Background: an optimization exercise with open tools, aiming at small area, a short achievable clock period and few clock cycles. Do not read the settings as production practice. No functional check of the RTL was part of any run shown here. Power figures rest on the tool's default switching activity, not on a simulated workload.

**flow/config.mk**
```make
export PLATFORM = sky130hd
export DESIGN_NAME = shamac80
export DESIGN_NICKNAME = shamac80
export VERILOG_FILES = /design/flow/design.v
export SDC_FILE = /design/flow/constraint.sdc
export NUM_CORES = 8
export LEC_CHECK = 0
export CAP_MARGIN = 20
export CORE_MARGIN = 2
export CORE_UTILIZATION = 28
export PLACE_DENSITY = 0.42
export SLEW_MARGIN = 20
```
**flow/constraint.sdc**
```tcl
create_clock -name core_clock -period 12.0 [get_ports {clk}]
set_input_delay 2.4000 -clock core_clock [delete_from_list [all_inputs] [get_ports {clk}]]
set_output_delay 2.4000 -clock core_clock [all_outputs]
set_load 0.01 [all_outputs]
```
**flow/design.v**
```verilog
module shamac80 (
    input  wire        clk,
    input  wire        rst,         
    input  wire        cmd_valid,
    input  wire [31:0] cmd,
    input  wire [23:0] rnd,
    output wire        cmd_ready,
    output reg         resp_valid,
    output reg  [7:0]  res,
    output reg  [7:0]  rdata
);
    localparam [7:0] E_CRC     = 8'h03;
    localparam [7:0] E_VERIFY  = 8'h0A;
    localparam [7:0] E_ILLEGAL = 8'hE0;
    localparam [7:0] E_ADDR    = 8'hE1;
    localparam [7:0] E_ACCESS  = 8'hE2;
    localparam [7:0] E_STATE   = 8'hE3;
    localparam [7:0] E_FAMILY  = 8'hE4;
    localparam [2:0] C_NONE = 3'd0, C_CRC = 3'd1, C_VERIFY = 3'd2, C_ILLEGAL = 3'd3,
                     C_ADDR = 3'd4, C_ACCESS = 3'd5, C_STATE = 3'd6, C_FAMILY = 3'd7;
    function [7:0] err_byte;
        input [2:0] c;
        begin
            case (c)
                C_NONE:    err_byte = 8'h00;
                C_CRC:     err_byte = E_CRC;
                C_VERIFY:  err_byte = E_VERIFY;
                C_ILLEGAL: err_byte = E_ILLEGAL;
                C_ADDR:    err_byte = E_ADDR;
                C_ACCESS:  err_byte = E_ACCESS;
                C_STATE:   err_byte = E_STATE;
                default:   err_byte = E_FAMILY;
            endcase
        end
    endfunction
    localparam [7:0] OP_NOP    = 8'h00;
    localparam [7:0] OP_LD     = 8'h01;
    localparam [7:0] OP_ST     = 8'h02;
    localparam [7:0] OP_CLRERR = 8'h03;
    localparam [7:0] OP_SRST   = 8'h04;
    localparam [7:0] OP_COMP   = 8'h10;
    localparam [7:0] OP_FOLD   = 8'h11;
    localparam [7:0] OP_NSEC   = 8'h12;
    localparam [7:0] OP_C8SEED = 8'h20;
    localparam [7:0] OP_C8B    = 8'h21;
    localparam [7:0] OP_C8CHK  = 8'h22;
    localparam [7:0] OP_C8ID   = 8'h23;
    localparam [7:0] OP_C16SEED= 8'h28;
    localparam [7:0] OP_C16B   = 8'h29;
    localparam [7:0] OP_C16CHK = 8'h2A;
    localparam [7:0] OP_ISSUE  = 8'h30;
    localparam [7:0] OP_VERIFY = 8'h31;
    localparam [7:0] OP_ACLR   = 8'h32;
    localparam [1:0] J_PLAIN  = 2'd0;    
    localparam [1:0] J_NSEC   = 2'd1;
    localparam [1:0] J_BIND   = 2'd2;
    localparam [1:0] J_VERIFY = 2'd3;
    reg [511:0] m_q;
    reg [255:0] page_q;
    reg [119:0] tail_q;
    reg [255:0] sec_q;        
    reg [7:0]   crc8_q;
    reg [15:0]  crc16_q;
    reg [1:0]   authst_q;
    reg [23:0]  chal_q;       
    reg [159:0] resp_q;
    reg [255:0] acct_q;
    reg [255:0] bdata_q;
    reg [55:0]  bcode_q;
    reg [63:0]  devaddr_q;
    reg [31:0]  ctr_q;
    reg [7:0]   pageno_q;
    reg         ef_q;
    reg         rfr_q;
    reg [2:0]   err_q;
    reg [31:0]  a_q, b_q, c_q, d_q, e_q;
    reg         ready_q;      
    reg         clr_q;        
    reg         busy_q;       
    reg         abuild_q;     
    reg         fin_q;        
    reg [1:0]   job_q;
    reg [1:0]   dslot_q;
    reg [5:0]   rc_q;         
    reg [511:0] w_q;          
    assign cmd_ready = ready_q;
    wire accept = cmd_valid & ready_q;
    function [31:0] rotl;
        input [31:0] x;
        input integer n;
        begin
            rotl = (x << n) | (x >> (32 - n));
        end
    endfunction
    function [7:0] crc8_byte;
        input [7:0] c_in;
        input [7:0] b_in;
        integer k;
        reg [7:0] c;
        reg [7:0] bb;
        reg mix;
        begin
            c = c_in;
            bb = b_in;
            for (k = 0; k < 8; k = k + 1) begin
                mix = c[0] ^ bb[0];
                c = c >> 1;
                if (mix) c = c ^ 8'h8C;
                bb = bb >> 1;
            end
            crc8_byte = c;
        end
    endfunction
    function [15:0] crc16_byte;
        input [15:0] c_in;
        input [7:0]  b_in;
        integer k;
        reg [15:0] c;
        reg [7:0]  bb;
        reg mix;
        begin
            c = c_in;
            bb = b_in;
            for (k = 0; k < 8; k = k + 1) begin
                mix = c[0] ^ bb[0];
                c = c >> 1;
                if (mix) c = c ^ 16'hA001;
                bb = bb >> 1;
            end
            crc16_byte = c;
        end
    endfunction
    function [511:0] build_block;
        input [63:0]  sec;
        input [255:0] page;
        input [119:0] tail;
        input [1:0]   mx;
        begin
            build_block = 512'd0;
            build_block[31:0]    = sec[31:0];
            build_block[287:32]  = page;
            build_block[319:288] = tail[31:0];
            build_block[327:320] = {mx, tail[37:32]};
            build_block[407:328] = tail[119:40];
            build_block[439:408] = sec[63:32];
            build_block[447:440] = 8'h80;
            build_block[503:496] = 8'h01;
            build_block[511:504] = 8'hB8;
        end
    endfunction
    wire [159:0] h_v   = {e_q, d_q, c_q, b_q, a_q};                
    wire [159:0] mac_v = {a_q, b_q, c_q, d_q, e_q};                
    wire [159:0] hb_v;
    genvar gk;
    generate
        for (gk = 0; gk < 5; gk = gk + 1) begin : g_hb
            assign hb_v[32*gk +: 32] = {h_v[32*gk +: 8], h_v[32*gk+8 +: 8],
                                        h_v[32*gk+16 +: 8], h_v[32*gk+24 +: 8]};
        end
    endgenerate
    wire fam1 = (devaddr_q[7:0] == 8'h18);
    wire fam2 = (devaddr_q[6:0] == 7'h33);
    wire [7:0] fam_v = fam1 ? 8'd1 : fam2 ? 8'd2 : 8'd0;
    wire fam_ok = fam1 | fam2;
    wire [119:0] bind_tail = {bcode_q[55:32], devaddr_q[55:0], pageno_q, bcode_q[31:0]};
    wire [119:0] auth_tail = {chal_q, devaddr_q[55:0], pageno_q, fam1 ? ctr_q : 32'hFFFF_FFFF};
    wire [1:0]   auth_mx   = fam1 ? 2'd0 : 2'd1;
    wire [7:0]  op    = cmd[31:24];
    wire [15:0] addr  = cmd[23:8];
    wire [7:0]  dbyte = cmd[7:0];
    reg legal;
    always @(*) begin
        case (op)
            OP_NOP, OP_CLRERR, OP_SRST, OP_COMP, OP_C8CHK, OP_C8ID,
            OP_C16CHK, OP_ISSUE, OP_ACLR:  legal = (cmd[23:0] == 24'd0);
            OP_LD:                         legal = (cmd[7:0] == 8'd0);
            OP_ST:                         legal = 1'b1;
            OP_FOLD:                       legal = (cmd[23:8] == 16'd0) && (cmd[5:2] == 4'd0);
            OP_NSEC:                       legal = (cmd[23:8] == 16'd0) && (cmd[5:4] == 2'd0);
            OP_C8SEED, OP_C8B, OP_C16B:    legal = (cmd[23:8] == 16'd0);
            OP_C16SEED:                    legal = (cmd[23:16] == 8'd0);
            OP_VERIFY:                     legal = (cmd[23:1] == 23'd0);
            default:                       legal = 1'b0;
        endcase
    end
    wire go      = accept & legal;
    wire go_ld   = go & (op == OP_LD);
    wire go_st   = go & (op == OP_ST);
    wire [8:0] la = addr[8:0];
    wire hi0 = (addr[15:9] == 7'd0);
    wire [4095:0] rarr;
    function is_mapped;
        input integer ai;
        begin
            is_mapped = (ai <= 'h06E) || (ai >= 'h070 && ai <= 'h0B7) ||
                        (ai >= 'h0C0 && ai <= 'h106) || (ai >= 'h108 && ai <= 'h12B) ||
                        (ai >= 'h130 && ai <= 'h134) || (ai >= 'h136 && ai <= 'h137);
        end
    endfunction
    function is_writable;
        input integer ai;
        begin
            is_writable = (ai <= 'h06E) || (ai >= 'h070 && ai <= 'h08F) ||
                          (ai >= 'h0C0 && ai <= 'h106) || (ai >= 'h108 && ai <= 'h114) ||
                          (ai >= 'h118 && ai <= 'h12B);
        end
    endfunction
    wire [511:0] map_c, wr_c;
    genvar ga;
    generate
        for (ga = 0; ga < 512; ga = ga + 1) begin : g_rd
            assign map_c[ga] = is_mapped(ga);
            assign wr_c[ga]  = is_writable(ga);
            if (ga <= 'h03F)                    assign rarr[8*ga +: 8] = m_q[8*ga +: 8];
            else if (ga <= 'h05F)               assign rarr[8*ga +: 8] = page_q[8*(ga-'h040) +: 8];
            else if (ga <= 'h06E)               assign rarr[8*ga +: 8] = tail_q[8*(ga-'h060) +: 8];
            else if (ga >= 'h070 && ga <= 'h08F) assign rarr[8*ga +: 8] = sec_q[8*(ga-'h070) +: 8];
            else if (ga >= 'h090 && ga <= 'h0A3) assign rarr[8*ga +: 8] = hb_v[8*(ga-'h090) +: 8];
            else if (ga >= 'h0A4 && ga <= 'h0B7) assign rarr[8*ga +: 8] = mac_v[8*(ga-'h0A4) +: 8];
            else if (ga >= 'h0C0 && ga <= 'h0DF) assign rarr[8*ga +: 8] = acct_q[8*(ga-'h0C0) +: 8];
            else if (ga >= 'h0E0 && ga <= 'h0FF) assign rarr[8*ga +: 8] = bdata_q[8*(ga-'h0E0) +: 8];
            else if (ga >= 'h100 && ga <= 'h106) assign rarr[8*ga +: 8] = bcode_q[8*(ga-'h100) +: 8];
            else if (ga >= 'h108 && ga <= 'h10F) assign rarr[8*ga +: 8] = devaddr_q[8*(ga-'h108) +: 8];
            else if (ga >= 'h110 && ga <= 'h113) assign rarr[8*ga +: 8] = ctr_q[8*(ga-'h110) +: 8];
            else if (ga == 'h114)               assign rarr[8*ga +: 8] = pageno_q;
            else if (ga >= 'h115 && ga <= 'h117) assign rarr[8*ga +: 8] = chal_q[8*(ga-'h115) +: 8];
            else if (ga >= 'h118 && ga <= 'h12B) assign rarr[8*ga +: 8] = resp_q[8*(ga-'h118) +: 8];
            else if (ga == 'h130)               assign rarr[8*ga +: 8] = {6'd0, rfr_q, ef_q};
            else if (ga == 'h131)               assign rarr[8*ga +: 8] = err_byte(err_q);
            else if (ga == 'h132)               assign rarr[8*ga +: 8] = {6'd0, authst_q};
            else if (ga == 'h133)               assign rarr[8*ga +: 8] = fam_v;
            else if (ga == 'h134)               assign rarr[8*ga +: 8] = crc8_q;
            else if (ga == 'h136)               assign rarr[8*ga +: 8] = crc16_q[7:0];
            else if (ga == 'h137)               assign rarr[8*ga +: 8] = crc16_q[15:8];
            else                                assign rarr[8*ga +: 8] = 8'h00;
        end
    endgenerate
    wire [7:0] rd_byte  = rarr[8*la +: 8];
    wire       mapped   = hi0 & map_c[la];
    wire       writable = wr_c[la];
    wire st_ok = go_st & mapped & writable;
    wire [7:0] wbus = clr_q ? 8'h00 : dbyte;
    wire [511:0] st_en;
    generate
        for (ga = 0; ga < 512; ga = ga + 1) begin : g_we
            assign st_en[ga] = clr_q | (st_ok & (la == ga));
        end
    endgenerate
    wire [7:0]  crc8_next  = crc8_byte(crc8_q, dbyte);
    wire [15:0] crc16_next = crc16_byte(crc16_q, dbyte);
    reg [7:0] crc8_id;
    integer ii;
    always @(*) begin
        crc8_id = 8'h00;
        for (ii = 0; ii < 8; ii = ii + 1)
            crc8_id = crc8_byte(crc8_id, devaddr_q[8*ii +: 8]);
    end
    wire verify_ok = (authst_q == 2'd1) & fam_ok;
    wire go_comp   = go & (op == OP_COMP);
    wire go_fold   = go & (op == OP_FOLD || op == OP_NSEC);
    wire go_verify = go & (op == OP_VERIFY) & verify_ok;
    wire start     = go_comp | go_fold | go_verify | abuild_q;
    wire ld_blk    = go_fold | go_verify | abuild_q;
    wire sel_bind = go_verify & cmd[0];
    wire sel_auth = abuild_q | (go_verify & ~cmd[0]);
    wire [1:0] sslot = sel_bind ? 2'd1 : sel_auth ? 2'd2 : cmd[1:0];
    wire [63:0]  b_sec  = sec_q[64*sslot +: 64];
    wire [255:0] b_page = sel_bind ? bdata_q : sel_auth ? acct_q : page_q;
    wire [119:0] b_tail = sel_bind ? bind_tail : sel_auth ? auth_tail : tail_q;
    wire [1:0]   b_mx   = sel_bind ? 2'd0 : sel_auth ? auth_mx : cmd[7:6];
    wire [511:0] blk    = build_block(b_sec, b_page, b_tail, b_mx);
    wire [511:0] src = go_comp ? m_q : blk;
    reg  [511:0] w_init;
    integer wi;
    always @(*) begin
        for (wi = 0; wi < 16; wi = wi + 1)
            w_init[32*wi +: 32] = {src[32*wi +: 8], src[32*wi+8 +: 8],
                                   src[32*wi+16 +: 8], src[32*wi+24 +: 8]};
    end
    reg [31:0] k_v;
    reg [1:0]  ft;
    always @(*) begin
        if (rc_q < 6'd10)      begin ft = 2'd0; k_v = 32'h5A827999; end
        else if (rc_q < 6'd20) begin ft = 2'd1; k_v = 32'h6ED9EBA1; end
        else if (rc_q < 6'd30) begin ft = 2'd2; k_v = 32'h8F1BBCDC; end
        else                   begin ft = 2'd1; k_v = 32'hCA62C1D6; end
    end
    function [31:0] fsel;
        input [1:0]  t;
        input [31:0] x, y, z;
        begin
            case (t)
                2'd0:    fsel = (x & y) | (~x & z);
                2'd2:    fsel = (x & y) | (x & z) | (y & z);
                default: fsel = x ^ y ^ z;
            endcase
        end
    endfunction
    wire [31:0] w0 = w_q[31:0];
    wire [31:0] w1 = w_q[63:32];
    wire [31:0] t1 = rotl(a_q, 5) + fsel(ft, b_q, c_q, d_q) + e_q + k_v + w0;
    wire [31:0] t2 = rotl(t1, 5) + fsel(ft, a_q, rotl(b_q, 30), c_q) + d_q + k_v + w1;
    wire [31:0] n16 = rotl(w_q[32*13 +: 32] ^ w_q[32*8 +: 32] ^ w_q[32*2 +: 32] ^ w_q[32*0 +: 32], 1);
    wire [31:0] n17 = rotl(w_q[32*14 +: 32] ^ w_q[32*9 +: 32] ^ w_q[32*3 +: 32] ^ w_q[32*1 +: 32], 1);
    wire last = busy_q & (rc_q == 6'd39);
    wire [63:0] mac8_next = {rotl(b_q, 30), c_q};
    wire mac_match = (mac_v == resp_q);
    wire sec_wr = last & (job_q == J_NSEC || job_q == J_BIND);
    wire [1:0] sec_wslot = (job_q == J_BIND) ? 2'd2 : dslot_q;
    wire [63:0] sbus = sec_wr ? mac8_next : {8{wbus}};
    genvar gb;
    generate
        for (gb = 0; gb < 64; gb = gb + 1) begin : g_m
            always @(posedge clk)
                if (st_en[gb] | ld_blk)
                    m_q[8*gb +: 8] <= ld_blk ? blk[8*gb +: 8] : wbus;
        end
        for (gb = 0; gb < 32; gb = gb + 1) begin : g_s
            always @(posedge clk)
                if (st_en['h070 + gb] | (sec_wr & (sec_wslot == gb / 8)))
                    sec_q[8*gb +: 8] <= sbus[8*(gb % 8) +: 8];
            always @(posedge clk) if (st_en['h040 + gb]) page_q[8*gb +: 8]  <= wbus;
            always @(posedge clk) if (st_en['h0C0 + gb]) acct_q[8*gb +: 8]  <= wbus;
            always @(posedge clk) if (st_en['h0E0 + gb]) bdata_q[8*gb +: 8] <= wbus;
        end
        for (gb = 0; gb < 15; gb = gb + 1) begin : g_t
            always @(posedge clk) if (st_en['h060 + gb]) tail_q[8*gb +: 8] <= wbus;
        end
        for (gb = 0; gb < 7; gb = gb + 1) begin : g_bc
            always @(posedge clk) if (st_en['h100 + gb]) bcode_q[8*gb +: 8] <= wbus;
        end
        for (gb = 0; gb < 8; gb = gb + 1) begin : g_dv
            always @(posedge clk) if (st_en['h108 + gb]) devaddr_q[8*gb +: 8] <= wbus;
        end
        for (gb = 0; gb < 4; gb = gb + 1) begin : g_ct
            always @(posedge clk) if (st_en['h110 + gb]) ctr_q[8*gb +: 8] <= wbus;
        end
        for (gb = 0; gb < 20; gb = gb + 1) begin : g_rs
            always @(posedge clk) if (st_en['h118 + gb]) resp_q[8*gb +: 8] <= wbus;
        end
    endgenerate
    always @(posedge clk) if (st_en['h114]) pageno_q <= wbus;
    always @(posedge clk) begin
        if (clr_q) begin
            a_q <= 32'd0; b_q <= 32'd0; c_q <= 32'd0; d_q <= 32'd0; e_q <= 32'd0;
        end else if (start) begin
            a_q <= 32'h67452301;
            b_q <= 32'hEFCDAB89;
            c_q <= 32'h98BADCFE;
            d_q <= 32'h10325476;
            e_q <= 32'hC3D2E1F0;
        end else if (busy_q) begin
            a_q <= t2;
            b_q <= t1;
            c_q <= rotl(a_q, 30);
            d_q <= rotl(b_q, 30);
            e_q <= c_q;
        end
    end
    always @(posedge clk) begin
        if (start) w_q <= w_init;
        else       w_q <= {n17, n16, w_q[511:64]};
        if (start) rc_q <= 6'd0;
        else       rc_q <= rc_q + 6'd1;
    end
    wire op_c8id = (op == OP_C8ID);
    always @(posedge clk) begin
        if (clr_q) begin
            crc8_q   <= 8'd0;
            crc16_q  <= 16'd0;
            authst_q <= 2'd0;
            chal_q   <= 24'd0;
            ef_q     <= 1'b0;
            rfr_q    <= 1'b0;
            err_q    <= C_NONE;
        end else begin
            if (accept & !legal) begin
                err_q <= C_ILLEGAL; ef_q <= 1'b1;
            end
            if (go) begin
                case (op)
                    OP_LD: if (!mapped) begin err_q <= C_ADDR; ef_q <= 1'b1; end
                    OP_ST: if (!mapped) begin err_q <= C_ADDR; ef_q <= 1'b1; end
                           else if (!writable) begin err_q <= C_ACCESS; ef_q <= 1'b1; end
                    OP_CLRERR: begin err_q <= C_NONE; ef_q <= 1'b0; end
                    OP_C8SEED: crc8_q <= dbyte;
                    OP_C8B:    crc8_q <= crc8_next;
                    OP_C8CHK:  if (crc8_q != 8'h00) begin err_q <= C_CRC; ef_q <= 1'b1; end
                    OP_C8ID: begin
                        crc8_q <= crc8_id;
                        if (crc8_id != 8'h00) begin err_q <= C_CRC; ef_q <= 1'b1; end
                    end
                    OP_C16SEED: crc16_q <= cmd[15:0];
                    OP_C16B:    crc16_q <= crc16_next;
                    OP_C16CHK:  if (crc16_q != 16'hB001) begin err_q <= C_CRC; ef_q <= 1'b1; end
                    OP_ISSUE: begin
                        chal_q   <= {rnd[7:0], rnd[15:8], rnd[23:16]};
                        authst_q <= 2'd1;
                    end
                    OP_VERIFY: begin
                        if (authst_q != 2'd1) begin err_q <= C_STATE; ef_q <= 1'b1; end
                        else if (!fam_ok) begin err_q <= C_FAMILY; ef_q <= 1'b1; end
                    end
                    OP_ACLR: begin
                        authst_q <= 2'd0;
                        rfr_q    <= 1'b0;
                        chal_q   <= 24'd0;
                    end
                    default: ;
                endcase
            end
            if (fin_q) begin
                if (mac_match) authst_q <= 2'd2;
                else begin
                    authst_q <= 2'd3;
                    if (fam2 & ~fam1) rfr_q <= 1'b1;
                    err_q <= C_VERIFY; ef_q <= 1'b1;
                end
            end
        end
    end
    always @(posedge clk) begin
        if (rst) begin
            ready_q    <= 1'b0;
            clr_q      <= 1'b1;
            busy_q     <= 1'b0;
            abuild_q   <= 1'b0;
            fin_q      <= 1'b0;
            resp_valid <= 1'b0;
            res        <= 8'd0;
            rdata      <= 8'd0;
        end else begin
            resp_valid <= 1'b0;
            clr_q      <= 1'b0;
            abuild_q   <= 1'b0;
            fin_q      <= 1'b0;
            if (clr_q) ready_q <= 1'b1;
            if (accept) begin
                resp_valid <= 1'b1;
                res   <= 8'd0;
                rdata <= 8'd0;
                if (!legal) res <= E_ILLEGAL;
                else case (op)
                    OP_LD: if (!mapped) res <= E_ADDR; else rdata <= rd_byte;
                    OP_ST: if (!mapped) res <= E_ADDR; else if (!writable) res <= E_ACCESS;
                    OP_SRST: begin ready_q <= 1'b0; clr_q <= 1'b1; end
                    OP_C8CHK:  if (crc8_q != 8'h00) res <= E_CRC;
                    OP_C8ID:   if (crc8_id != 8'h00) res <= E_CRC;
                    OP_C16CHK: if (crc16_q != 16'hB001) res <= E_CRC;
                    OP_COMP, OP_FOLD, OP_NSEC: begin
                        resp_valid <= 1'b0;
                        ready_q    <= 1'b0;
                        busy_q     <= 1'b1;
                        job_q      <= (op == OP_NSEC) ? J_NSEC : J_PLAIN;
                        dslot_q    <= cmd[3:2];
                    end
                    OP_VERIFY: begin
                        if (authst_q != 2'd1) res <= E_STATE;
                        else if (!fam_ok) res <= E_FAMILY;
                        else begin
                            resp_valid <= 1'b0;
                            ready_q    <= 1'b0;
                            busy_q     <= 1'b1;
                            job_q      <= cmd[0] ? J_BIND : J_VERIFY;
                        end
                    end
                    default: ;
                endcase
            end
            if (abuild_q) begin
                busy_q <= 1'b1;
                job_q  <= J_VERIFY;
            end
            if (last) begin
                busy_q <= 1'b0;
                case (job_q)
                    J_BIND:   abuild_q <= 1'b1;
                    J_VERIFY: fin_q <= 1'b1;
                    default: begin
                        resp_valid <= 1'b1;
                        res        <= 8'd0;
                        rdata      <= 8'd0;
                        ready_q    <= 1'b1;
                    end
                endcase
            end
            if (fin_q) begin
                resp_valid <= 1'b1;
                res        <= mac_match ? 8'd0 : E_VERIFY;
                rdata      <= 8'd0;
                ready_q    <= 1'b1;
            end
        end
    end
endmodule
```
**flow/run.sh**
```bash
#!/bin/bash
# synth_recipe.tcl (not shown) runs the flow's synth.tcl, then flattens the netlist and writes it again
# the make line also repeats each setting of config.mk as NAME=value (left out here)
make -C /OpenROAD-flow-scripts/flow DESIGN_CONFIG=/design/flow/config.mk WORK_HOME=/design/flow/orfs CLKGATE_MAP_FILE= SYNTH_SCRIPT=/design/flow/synth_recipe.tcl finish
```
==> reports/qor.yml, run 1 <==
ant_nets: 0
gp_congestion: 0.997
drt_iter0_drc: 16400
wl_met3_mm: 68.6
max_cap_viol_count: 0
path_depth: 48
dpl.cell_count: 17200
synthTopCellsByArea: "edfxtp_1 (44%), mux4_2 (12%), dfxtp_1 (11%)"
core.rowCount: 256
end_kind: "flop"
status: "finished clean"
cp_top_family: "compound AO/OA/AOI/OAI gates"
grt_util_all_layers_pct: 28.7
die-area_mm2: 0.492
finalHoldViolCount: 0
initial_core_util_pct: 28.1
cts_buffers: 332
root_buffer: "clkbuf_16"
clkTransAtPathRegs_ns: 0.06
maxSlewHeadroom_pct: 10.8
ir_worst_vdd_uv: 1660
synth_area_leader_cell: "edfxtp_1"
wl_per_cell_um: 40.6
worstPathRequired_ns: 12.88
fin_skew_ns: 0.104
period_needed_ns: 11.39
core-area_mm2: 0.486
synth_cells: 11100
drc: 0
io_buffers: 76
grt_max_degree: 202
dpl.hpwl_mm: 549
worstPathArrival_ns: 12.27
synth-seq-cells: 2735
syn2layout_area_growth_pct: 16.0
min_path_type: "flop to flop"
post_cts.repair.setup_buffers: 0
crit_fanout: 5
setup_slack_ns: 0.612
final_cell_count_no_fill: 17900
layout-drive-gt1-share_pct: 17.3
wl_met2_mm: 323
synthArstFlopShare_pct: 0
cts.sinks: 2735
antenna_found_initial: 97
slowest_stage: "fa_1"
grt_pass1_wl_mm: 946
setup-violations-final: 0
yosys_warnings: 1
synth_area_mm2: 0.136
pin_count: 77
wl_met1_mm: 290
synth_top_area_share_pct: 43.6
synth.avg_cell_area_um2: 12.3
drt-pass1-iter-count: 6
fp.dieH_um: 702
synthDistinctLibCells: 83
drv_slew: 0
hold_path_depth: 2
worst_path_most_repeated_cell: "fa_1"
fmax_mhz: 87.8
seq_area_frac_synth_pct: 54.7
cts_tree: "yes"
p_leak_nw: 55.7
routed_wl_mm: 727
grt_pass1_vias: 98000
grt-ovfl-total: 0
dr.max_layer_used: "met5"
htreeDepth: 5
synth_edf_count: 1980
path_buf_inv: 5
die_w_um: 702
worstMarginPinSlew_ns: 1.32
rr_worst_depth: 48
num_vias: 103000
path_class: "flop to flop"
nets: 11500
slowest_delay_ns: 0.60
ctsLongestPathBuffers: 4
dp_slack_ns: -0.0184
min_period_over_period_pct: 94.9
synth_nets: 11500
drt-vias-per-instance: 5.75
yosys_most_used_dff: "edfxtp_1"
p_per_area_mw_per_mm2: 352
rsz0062_at_grt: "no"
start_kind: "flop"
clk_latency_ns: 1.05
[state kept, by name, summed over array words and instances (netlist names), 24 cells and up]
name	count
resp_q	160
c_q	32
sec_q	256
m_q	512
tail_q	120
bdata_q	256
chal_q	24
d_q	32
devaddr_q	64
e_q	32
a_q	32
page_q	256
ctr_q	32
bcode_q	56
acct_q	256
b_q	32
w_q	512
[cell families (layout without fill, tap and decap cells)]
family	count (synthesis)	after routing	share of synthesized area [%]
AOI/OAI and AO/OA	3032	3032	12.9
adders and majority gates	321	321	4.27
buffers and inverters	1263	1556	3.49
DFF	2735	2735	54.7
muxes	1007	1007	13.8
and+or+nand+nor	2117	2117	6.45
other	0	51	0
xor gates and xnor gates	625	625	4.37
[cell usage in the layout, fill, tap and decap left out, types with 63 or more instances in the layout]
cell             Yosys  routed
nand2_1           1014     998
nor3_1              65      63
ha_1                81      81
xnor2_1            512     508
edfxtp_1          1980    1980
nand3_1            107     103
mux2i_1            301     301
dfxtp_1            755     753
o22a_1             279     279
clkbuf_16            0     344
a21o_1              91      89
o31ai_1            119      74
xor2_1              71      71
inv_1              306     299
fa_1               240     240
nor2_1             713     704
clkbuf_1           791      73
mux4_2             696     696
clkdlybuf4s50_1      0      67
buf_4                2     550
o21ai_0           1544    1474
a21oi_1            648     639
o22ai_1            116     115
[metal layers]
layer | vias to the layer above | global-route usage [%]
li1 | 41500 | -
met1 | 54000 | 37.7
met2 | 6107 | 44.2
met3 | 1284 | 6.54
met4 | 46 | 14.7
met5 | - | 0
[report_power, final]
group | internal, mW | total (mW) | switching (mW)
sequential | 11.7 | 13.4 | 1.78
clock | 6.19 | 10.6 | 4.43
combinational | 12.4 | 31.5 | 19.1
total | 30.3 | 55.6 | 25.3
[per-stage QoR]
stage,instance area [µm²],hold slack (ns),setup TNS [ns],power [mW],utilization (%)
finish,158000,0.415,0,55.6,32.6
global route,158000,0.440,0,58.1,32.5
CTS,158000,0.400,0,55.1,32.5
detailed placement,147000,0.420,-0.0184,44.4,30.2
global placement,147000,0.418,-0.0402,44.7,30.2
floorplan,136000,0.401,0,33.8,-
[path summary, 6_finish.rpt]
path | slack [ns] | start | end
max | 0.61 | rc_q[4] | a_q[31]
min | 0.42 | m_q[476] | w_q[452]
max reg2reg | 0.61 | rc_q[4] | a_q[31]
min reg2reg | 0.42 | m_q[476] | w_q[452]
[repair_timing]
| item | in CTS | in global routing |
|---|---|---|
| hold buffers | 0 | 0 |
| setup endpoints to repair | 1 | 15 |
| gates resized for setup | 1 | 12 |
[cell type report]
| type | count | area [µm²] |
|---|---|---|
| clock buffers | 439 | 9190 |
| fillers | 48500 | 327000 |
| well taps | 6450 | 8070 |
| inverters | 308 | 1190 |
| diodes | 51 | 128 |
| multi-input cells | 7102 | 57700 |
| clock inverters | 165 | 2020 |
| repair buffers | 644 | 5250 |
| flip-flops and latches | 2735 | 74600 |
[synth_stat cells, types with 107 or more instances]
library cell,count
nand3_1,107
o22ai_1,116
mux2i_1,301
inv_1,306
o21ai_0,1544
o31ai_1,119
edfxtp_1,1980
nor2_1,713
a21oi_1,648
mux4_2,696
o22a_1,279
clkbuf_1,791
buf_1,159
dfxtp_1,755
fa_1,240
nand2_1,1014
xnor2_1,512
[tightest hold or removal path, cell delays in order, from the launching register on]
cell and delay (ns):
edfxtp_1 0.35, nand2_1 0.05, o21ai_0 0.06
==> inputs of run 2 (changes only) <==
--- a/flow/design.v
+++ b/flow/design.v
@@ -79,6 +79,7 @@
     reg         busy_q;       
     reg         abuild_q;     
     reg         fin_q;        
+    reg         prep_q;       
     reg [1:0]   job_q;
     reg [1:0]   dslot_q;
     reg [5:0]   rc_q;         
@@ -259,7 +260,6 @@
     wire go_comp   = go & (op == OP_COMP);
     wire go_fold   = go & (op == OP_FOLD || op == OP_NSEC);
     wire go_verify = go & (op == OP_VERIFY) & verify_ok;
-    wire start     = go_comp | go_fold | go_verify | abuild_q;
     wire ld_blk    = go_fold | go_verify | abuild_q;
     wire sel_bind = go_verify & cmd[0];
     wire sel_auth = abuild_q | (go_verify & ~cmd[0]);
@@ -269,22 +269,26 @@
     wire [119:0] b_tail = sel_bind ? bind_tail : sel_auth ? auth_tail : tail_q;
     wire [1:0]   b_mx   = sel_bind ? 2'd0 : sel_auth ? auth_mx : cmd[7:6];
     wire [511:0] blk    = build_block(b_sec, b_page, b_tail, b_mx);
-    wire [511:0] src = go_comp ? m_q : blk;
-    reg  [511:0] w_init;
+    reg  [511:0] m_be;
     integer wi;
     always @(*) begin
         for (wi = 0; wi < 16; wi = wi + 1)
-            w_init[32*wi +: 32] = {src[32*wi +: 8], src[32*wi+8 +: 8],
-                                   src[32*wi+16 +: 8], src[32*wi+24 +: 8]};
-    end
-    reg [31:0] k_v;
-    reg [1:0]  ft;
-    always @(*) begin
-        if (rc_q < 6'd10)      begin ft = 2'd0; k_v = 32'h5A827999; end
-        else if (rc_q < 6'd20) begin ft = 2'd1; k_v = 32'h6ED9EBA1; end
-        else if (rc_q < 6'd30) begin ft = 2'd2; k_v = 32'h8F1BBCDC; end
-        else                   begin ft = 2'd1; k_v = 32'hCA62C1D6; end
+            m_be[32*wi +: 32] = {m_q[32*wi +: 8], m_q[32*wi+8 +: 8],
+                                 m_q[32*wi+16 +: 8], m_q[32*wi+24 +: 8]};
     end
+    reg [31:0] p_q, q_q;
+    reg [1:0]  kst_q;         
+    function [31:0] kval;
+        input [1:0] st;
+        begin
+            case (st)
+                2'd0:    kval = 32'h5A827999;
+                2'd1:    kval = 32'h6ED9EBA1;
+                2'd2:    kval = 32'h8F1BBCDC;
+                default: kval = 32'hCA62C1D6;
+            endcase
+        end
+    endfunction
     function [31:0] fsel;
         input [1:0]  t;
         input [31:0] x, y, z;
@@ -296,15 +300,57 @@
             endcase
         end
     endfunction
-    wire [31:0] w0 = w_q[31:0];
-    wire [31:0] w1 = w_q[63:32];
-    wire [31:0] t1 = rotl(a_q, 5) + fsel(ft, b_q, c_q, d_q) + e_q + k_v + w0;
-    wire [31:0] t2 = rotl(t1, 5) + fsel(ft, a_q, rotl(b_q, 30), c_q) + d_q + k_v + w1;
+    function [31:0] add32;
+        input [31:0] x, y;
+        reg [31:0] g, p, gn, pn;
+        integer i, d;
+        begin
+            g = x & y;
+            p = x ^ y;
+            for (d = 1; d < 32; d = d * 2) begin
+                gn = g; pn = p;
+                for (i = d; i < 32; i = i + 1) begin
+                    gn[i] = g[i] | (p[i] & g[i-d]);
+                    pn[i] = p[i] & p[i-d];
+                end
+                g = gn; p = pn;
+            end
+            add32 = (x ^ y) ^ {g[30:0], 1'b0};
+        end
+    endfunction
+    function [31:0] add3;
+        input [31:0] x, y, z;
+        reg [31:0] sv, cv;
+        begin
+            sv = x ^ y ^ z;
+            cv = (x & y) | (x & z) | (y & z);
+            add3 = add32(sv, {cv[30:0], 1'b0});
+        end
+    endfunction
+    wire [31:0] t1  = add3(rotl(a_q, 5), fsel(kst_q, b_q, c_q, d_q), p_q);
+    wire [31:0] f2q = add32(fsel(kst_q, a_q, rotl(b_q, 30), c_q), q_q);
+    wire [31:0] t2  = add32(rotl(t1, 5), f2q);
     wire [31:0] n16 = rotl(w_q[32*13 +: 32] ^ w_q[32*8 +: 32] ^ w_q[32*2 +: 32] ^ w_q[32*0 +: 32], 1);
     wire [31:0] n17 = rotl(w_q[32*14 +: 32] ^ w_q[32*9 +: 32] ^ w_q[32*3 +: 32] ^ w_q[32*1 +: 32], 1);
+    wire kst_step = (rc_q == 6'd9) | (rc_q == 6'd19) | (rc_q == 6'd29);
+    wire [1:0] kst_next = prep_q ? 2'd0 : kst_q + {1'b0, kst_step};
+    wire [31:0] k_next  = kval(kst_next);
+    wire [31:0] pe  = prep_q ? 32'hC3D2E1F0 : c_q;
+    wire [31:0] pd  = prep_q ? 32'h10325476 : rotl(b_q, 30);
+    wire [31:0] pw0 = prep_q ? m_be[31:0]  : w_q[95:64];
+    wire [31:0] pw1 = prep_q ? m_be[63:32] : w_q[127:96];
     wire last = busy_q & (rc_q == 6'd39);
     wire [63:0] mac8_next = {rotl(b_q, 30), c_q};
     wire mac_match = (mac_v == resp_q);
+    always @(posedge clk) begin
+        p_q   <= pe + k_next + pw0;
+        q_q   <= pd + k_next + pw1;
+        kst_q <= kst_next;
+        if (prep_q) w_q <= m_be;
+        else        w_q <= {n17, n16, w_q[511:64]};
+        if (prep_q) rc_q <= 6'd0;
+        else        rc_q <= rc_q + 6'd1;
+    end
     wire sec_wr = last & (job_q == J_NSEC || job_q == J_BIND);
     wire [1:0] sec_wslot = (job_q == J_BIND) ? 2'd2 : dslot_q;
     wire [63:0] sbus = sec_wr ? mac8_next : {8{wbus}};
@@ -343,7 +389,7 @@
     always @(posedge clk) begin
         if (clr_q) begin
             a_q <= 32'd0; b_q <= 32'd0; c_q <= 32'd0; d_q <= 32'd0; e_q <= 32'd0;
-        end else if (start) begin
+        end else if (prep_q) begin
             a_q <= 32'h67452301;
             b_q <= 32'hEFCDAB89;
             c_q <= 32'h98BADCFE;
@@ -357,12 +403,6 @@
             e_q <= c_q;
         end
     end
-    always @(posedge clk) begin
-        if (start) w_q <= w_init;
-        else       w_q <= {n17, n16, w_q[511:64]};
-        if (start) rc_q <= 6'd0;
-        else       rc_q <= rc_q + 6'd1;
-    end
     wire op_c8id = (op == OP_C8ID);
     always @(posedge clk) begin
         if (clr_q) begin
@@ -426,6 +466,7 @@
             busy_q     <= 1'b0;
             abuild_q   <= 1'b0;
             fin_q      <= 1'b0;
+            prep_q     <= 1'b0;
             resp_valid <= 1'b0;
             res        <= 8'd0;
             rdata      <= 8'd0;
@@ -434,6 +475,7 @@
             clr_q      <= 1'b0;
             abuild_q   <= 1'b0;
             fin_q      <= 1'b0;
+            prep_q     <= 1'b0;
             if (clr_q) ready_q <= 1'b1;
             if (accept) begin
                 resp_valid <= 1'b1;
@@ -450,7 +492,7 @@
                     OP_COMP, OP_FOLD, OP_NSEC: begin
                         resp_valid <= 1'b0;
                         ready_q    <= 1'b0;
-                        busy_q     <= 1'b1;
+                        prep_q     <= 1'b1;
                         job_q      <= (op == OP_NSEC) ? J_NSEC : J_PLAIN;
                         dslot_q    <= cmd[3:2];
                     end
@@ -460,7 +502,7 @@
                         else begin
                             resp_valid <= 1'b0;
                             ready_q    <= 1'b0;
-                            busy_q     <= 1'b1;
+                            prep_q     <= 1'b1;
                             job_q      <= cmd[0] ? J_BIND : J_VERIFY;
                         end
                     end
@@ -468,9 +510,10 @@
                 endcase
             end
             if (abuild_q) begin
-                busy_q <= 1'b1;
+                prep_q <= 1'b1;
                 job_q  <= J_VERIFY;
             end
+            if (prep_q) busy_q <= 1'b1;
             if (last) begin
                 busy_q <= 1'b0;
                 case (job_q)
--- a/flow/config.mk
+++ b/flow/config.mk
@@ -9,4 +9,5 @@
 export CORE_MARGIN = 2
 export CORE_UTILIZATION = 28
 export PLACE_DENSITY = 0.42
+export SETUP_SLACK_MARGIN = 5
 export SLEW_MARGIN = 20
==> run 2 against run 1 <==
Core utilization rose by 0.21 points; non-clock buffer count fell by 44; global-route usage fell by 1.6 points; worst hold slack improved by 0.015 ns; cell count fell by 5.3%; total power fell by 28%; fmax rose by 43%; sequential power barely moved; clock power fell by 6%; sequential share of layout area rose by 0.49 points; critical endpoint unchanged; highest routed layer unchanged.
==> reports/qor.yml, run 2 <==
ant_nets: 0  # unchanged
finalHoldViolCount: 0  # unchanged
min_period_over_period_pct: 66.4  # was 94.9%
path_buf_inv: 3  # was 5
grt_util_all_layers_pct: 27.1  # was 28.7%
drt-pass1-iter-count: 7  # was 6
worstMarginPinSlew_ns: 1.28  # was 1.32 ns
setup-violations-final: 0  # unchanged
core.rowCount: 256  # unchanged
power.internal_mw: 24.1  # was 30.3 mW
syn2layout_area_growth_pct: 16.5  # was 16.0%
die-area_mm2: 0.494  # was 0.492 mm²
worst_hold_slack_ns: 0.430  # was 0.415 ns
gp_congestion: 0.984  # was 0.997
synth_top_area_share_pct: 43.4  # was 43.6%
yosysMostFrequentCell: "edfxtp_1"  # unchanged
final_common_cell: "edfxtp_1"  # unchanged
hp-start: "rc_q[0]"  # was m_q[476]
num_vias: 95800  # was 103k
period_needed_ns: 7.97  # was 11.39 ns
synth_area_mm2: 0.137  # was 0.136 mm²
fillers: 47600  # was 48.5k
reg2reg_to: "a_q[31]"  # unchanged
pwr-share-comb_pct: 41.2  # was 56.7%
final_core_util_pct: 32.8  # was 32.6%
fp.dieH_um: 703  # was 702 µm
worst_path_most_repeated_cell: "a21oi_2"  # was fa_1
tns_ns: 0  # unchanged
synth.avg_cell_area_um2: 13.7  # was 12.3 µm²
antenna_found_initial: 108  # was 97
ir_worst_vdd_uv: 2020  # was 1660 µV
r2r-start: "b_q[2]"  # was rc_q[4]
final_cell_area_mm2: 0.159  # was 0.158 mm²
whs_endpoint: "rc_q[0]"  # was w_q[452]
drt_iter0_drc: 14000  # was 16.4k
worstPathRequired_ns: 12.85  # was 12.88 ns
pin_count: 77  # unchanged
core-area_mm2: 0.487  # was 0.486 mm²
reg.largest.list: "m_q x512, w_q x512"  # unchanged
synth_edf_count: 1980  # unchanged
min_path_type: "flop to flop"  # unchanged
drt-vias-per-instance: 5.66  # was 5.75
clkTransAtPathRegs_ns: 0.06  # about the same
ctsLongestPathBuffers: 4  # unchanged
synth-simple-area-share_pct: 4.34  # was 6.45%
wl_per_cell_um: 40.8  # was 40.6 µm
dp_slack_ns: 3.18  # was -0.0184 ns
grt_pass1_vias: 92100  # was 98.0k
synth_cells: 9990  # was 11.1k
crit_start: "b_q[2]"  # was rc_q[4]
pwr-share-seq_pct: 33.9  # was 24.2%
dpl_cell_area_mm2: 0.147  # about the same
die_w_um: 703  # was 702 µm
io_buffers: 76  # unchanged
synthMuxAreaShare_pct: 20.1  # was 13.8%
synth_nets: 10400  # was 11.5k
rsz0062_at_grt: "yes"  # was no
worstPathArrival_ns: 8.82  # was 12.27 ns
slowest_stage: "fa_1"  # unchanged
ys_top_cells_by_count: "edfxtp_1 (1980), dfxtp_1 (822), mux4_2 (752), a21oi_1 (733), o21ai_0 (708)"  # was edfxtp_1 (1980), o21ai_0 (1544), nand2_1 (1014), clkbuf_1 (791), dfxtp_1 (755)
root_buffer: "clkbuf_16"  # unchanged
synth_top_family_by_area: "multiplexers"  # unchanged
cts.sinks: 2802  # was 2735
p_per_area_mw_per_mm2: 252  # was 352 mW/mm²
p_leak_nw: 55.0  # was 55.7 nW
dpl.hpwl_mm: 511  # was 549 mm
synthDistinctLibCells: 83  # unchanged
seq_area_frac_synth_pct: 55.5  # was 54.7%
r2r_slack_ns: 4.03  # was 0.61 ns
power.net_switching_mw: 16.0  # was 25.3 mW
cts_tree: "yes"  # unchanged
slowest_delay_ns: 0.46  # was 0.60 ns
drc: 0  # unchanged
synthTopCellsByArea: "edfxtp_1 (43%), mux4_2 (12%), dfxtp_1 (12%)"  # was edfxtp_1 (44%), mux4_2 (12%), dfxtp_1 (11%)
cp_top_family: "compound AO/OA/AOI/OAI gates"  # unchanged
maxSlewHeadroom_pct: 14.3  # was 10.8%
yosys.area_share.xor_xnor_pct: 4.75  # was 4.37%
power_frac_clock_pct: 24.9  # was 19.1%
htreeDepth: 5  # unchanged
end_kind: "flop"  # unchanged
max_cap_viol_count: 0  # unchanged
status: "finished clean"  # unchanged
grt_max_degree: 166  # was 202
setup_slack_ns: 4.03  # was 0.612 ns
rr_worst_depth: 39  # was 48
start_kind: "flop"  # unchanged
cts_buffers: 327  # was 332
synthArstFlopShare_pct: 0  # unchanged
hold_path_depth: 1  # was 2
crit_fanout: 4  # was 5
synth_adder_area_share_pct: 3.88  # was 4.27%
final_cell_mix: "edfxtp_1 (1980), dfxtp_1 (795), mux4_2 (752)"  # was edfxtp_1 (1980), o21ai_0 (1474), nand2_1 (998)
yosys_most_used_dff: "edfxtp_1"  # unchanged
clk_latency_ns: 1.02  # was 1.05 ns
synth_area_leader_cell: "edfxtp_1"  # unchanged
fmax_mhz: 125  # was 87.8 MHz
nets: 10600  # was 11.5k
grt-ovfl-total: 0  # unchanged
grt_pass1_wl_mm: 895  # was 946 mm
yosys_warnings: 1  # unchanged
synth-compound-area-share_pct: 8.43  # was 12.9%
cts_hold_buf: 0  # unchanged
routed_wl_mm: 691  # was 727 mm
drv_slew: 0  # unchanged
switching_share_pct: 39.9  # was 45.5%
fin_skew_ns: 0.105  # was 0.104 ns
synth-seq-cells: 2802  # was 2735
initial_core_util_pct: 28.1  # about the same
path_class: "flop to flop"  # unchanged
layout-drive-gt1-share_pct: 24.6  # was 17.3%
==> run 2: cell count changes in the layout (fill, tap and decap cells not counted), sizes merged, moves of 78 or more <==
cell,previous run,this run
a21oi,648,733
o22ai,116,38
ha,81,178
nand2,1014,444
mux2,10,436
o21ai,1548,709
nor2,713,453
mux2i,301,567
o22a,279,3
fa,240,154
xor2,75,160
==> run 2: what timing repair did <==
action | 4_1_cts | 5_1_grt
endpoints found under the setup margin | 482 | 415
buffers inserted | 43 | 36
pin swaps | 65 | 79
hold endpoints to repair | 0 | 0
gates cloned | 4 | 1
resized for setup | 125 | 90
==> run 2: cell families after synthesis <==
kind of cell / count (synthesis)
buffers and inverters: 1091
AO/OA/AOI/OAI: 2006
flip-flops: 2802
AND/OR/NAND/NOR: 1334
XOR/XNOR: 669
adder cells (fa/ha/maj): 332
multiplexers: 1756
==> run 2: how the worst max path moves through the flow <==
stage | endpoint | cells after the start
detailed placement | a_q[31] | 36
global route | a_q[31] | 41
floorplan | a_q[31] | 40
finish | a_q[31] | 39
CTS | a_q[30] | 40
global placement | a_q[31] | 38
==> run 2: cell type report <==
type	instances	area, µm²	area share [%]
flip-flops and latches	2802	76000	47.7
multi-input cells	6101	58500	36.7
clock buffers	432	8850	5.55
well taps	6450	8070	5.06
repair buffers	600	5090	3.20
clock inverters	167	1530	0.959
inverters	335	1320	0.826
diodes	51	128	0.0801
==> run 2: through the flow <==
step / instances / power (mW)
after floorplan: 9990 / 23.7
after global placement: 16200 / 28.8
after detailed placement: 16200 / 28.9
after CTS: 16800 / 39.5
after global routing: 16900 / 41.3
final: 16900 / 40.1
==> run 2: power groups by stage <==
| stage | logic [mW] | clock network (mW) | registers [mW] |
|---|---|---|---|
| floorplan | 10.9 | 0 | 12.8 |
| global placement | 15.1 | 0 | 13.7 |
| detailed placement | 15.2 | 0 | 13.7 |
| CTS | 15.9 | 10.1 | 13.5 |
| global route | 17.2 | 10.4 | 13.6 |
| finish | 16.5 | 10.0 | 13.6 |
==> run 2: per-layer routing <==
layer | GRT usage [%] | routed length (µm) | vias up
li1 | - | - | 38200
met4 | 13.0 | 38700 | 24
met2 | 42.1 | 310000 | 5588
met3 | 5.55 | 61500 | 1132
met5 | 0 | 164 | -
met1 | 36.1 | 281000 | 50900

==> separate check: timing with driven ports <==
The results above use ideal ports. As a check the final layouts listed here were re-extracted and re-timed, cells and wires unchanged. Step 1 assumes that a clkbuf_16 drives the clock port and a buf_2 every other input. Step 2 moves the port delays by t, midway between the first and last clock arrival at a register: inputs arrive t later, outputs are due t later. That takes back most of the time a late clock gives input paths. a / b / c = ideal / step 1 / step 2; a / b = the first two.
| run | t (ns) | setup slack, ns | worst setup path after step 2 | clock arrival spread, ns | worst data-port slew with drivers (ns) |
|---|---|---|---|---|---|
| run 1 | 1.121 | 0.612 / 0.612 / 0.612 | register to register | 0.111 / 0.110 | 0.05 |
| run 2 | 1.094 | 4.028 / 4.028 / 3.902 | input to register | 0.114 / 0.114 | 0.27 |
After both steps setup and hold are still met in every run listed. The setup slack of run 2, which loses most, moves by 0.000 ns with the drivers and by -0.126 ns with both steps.
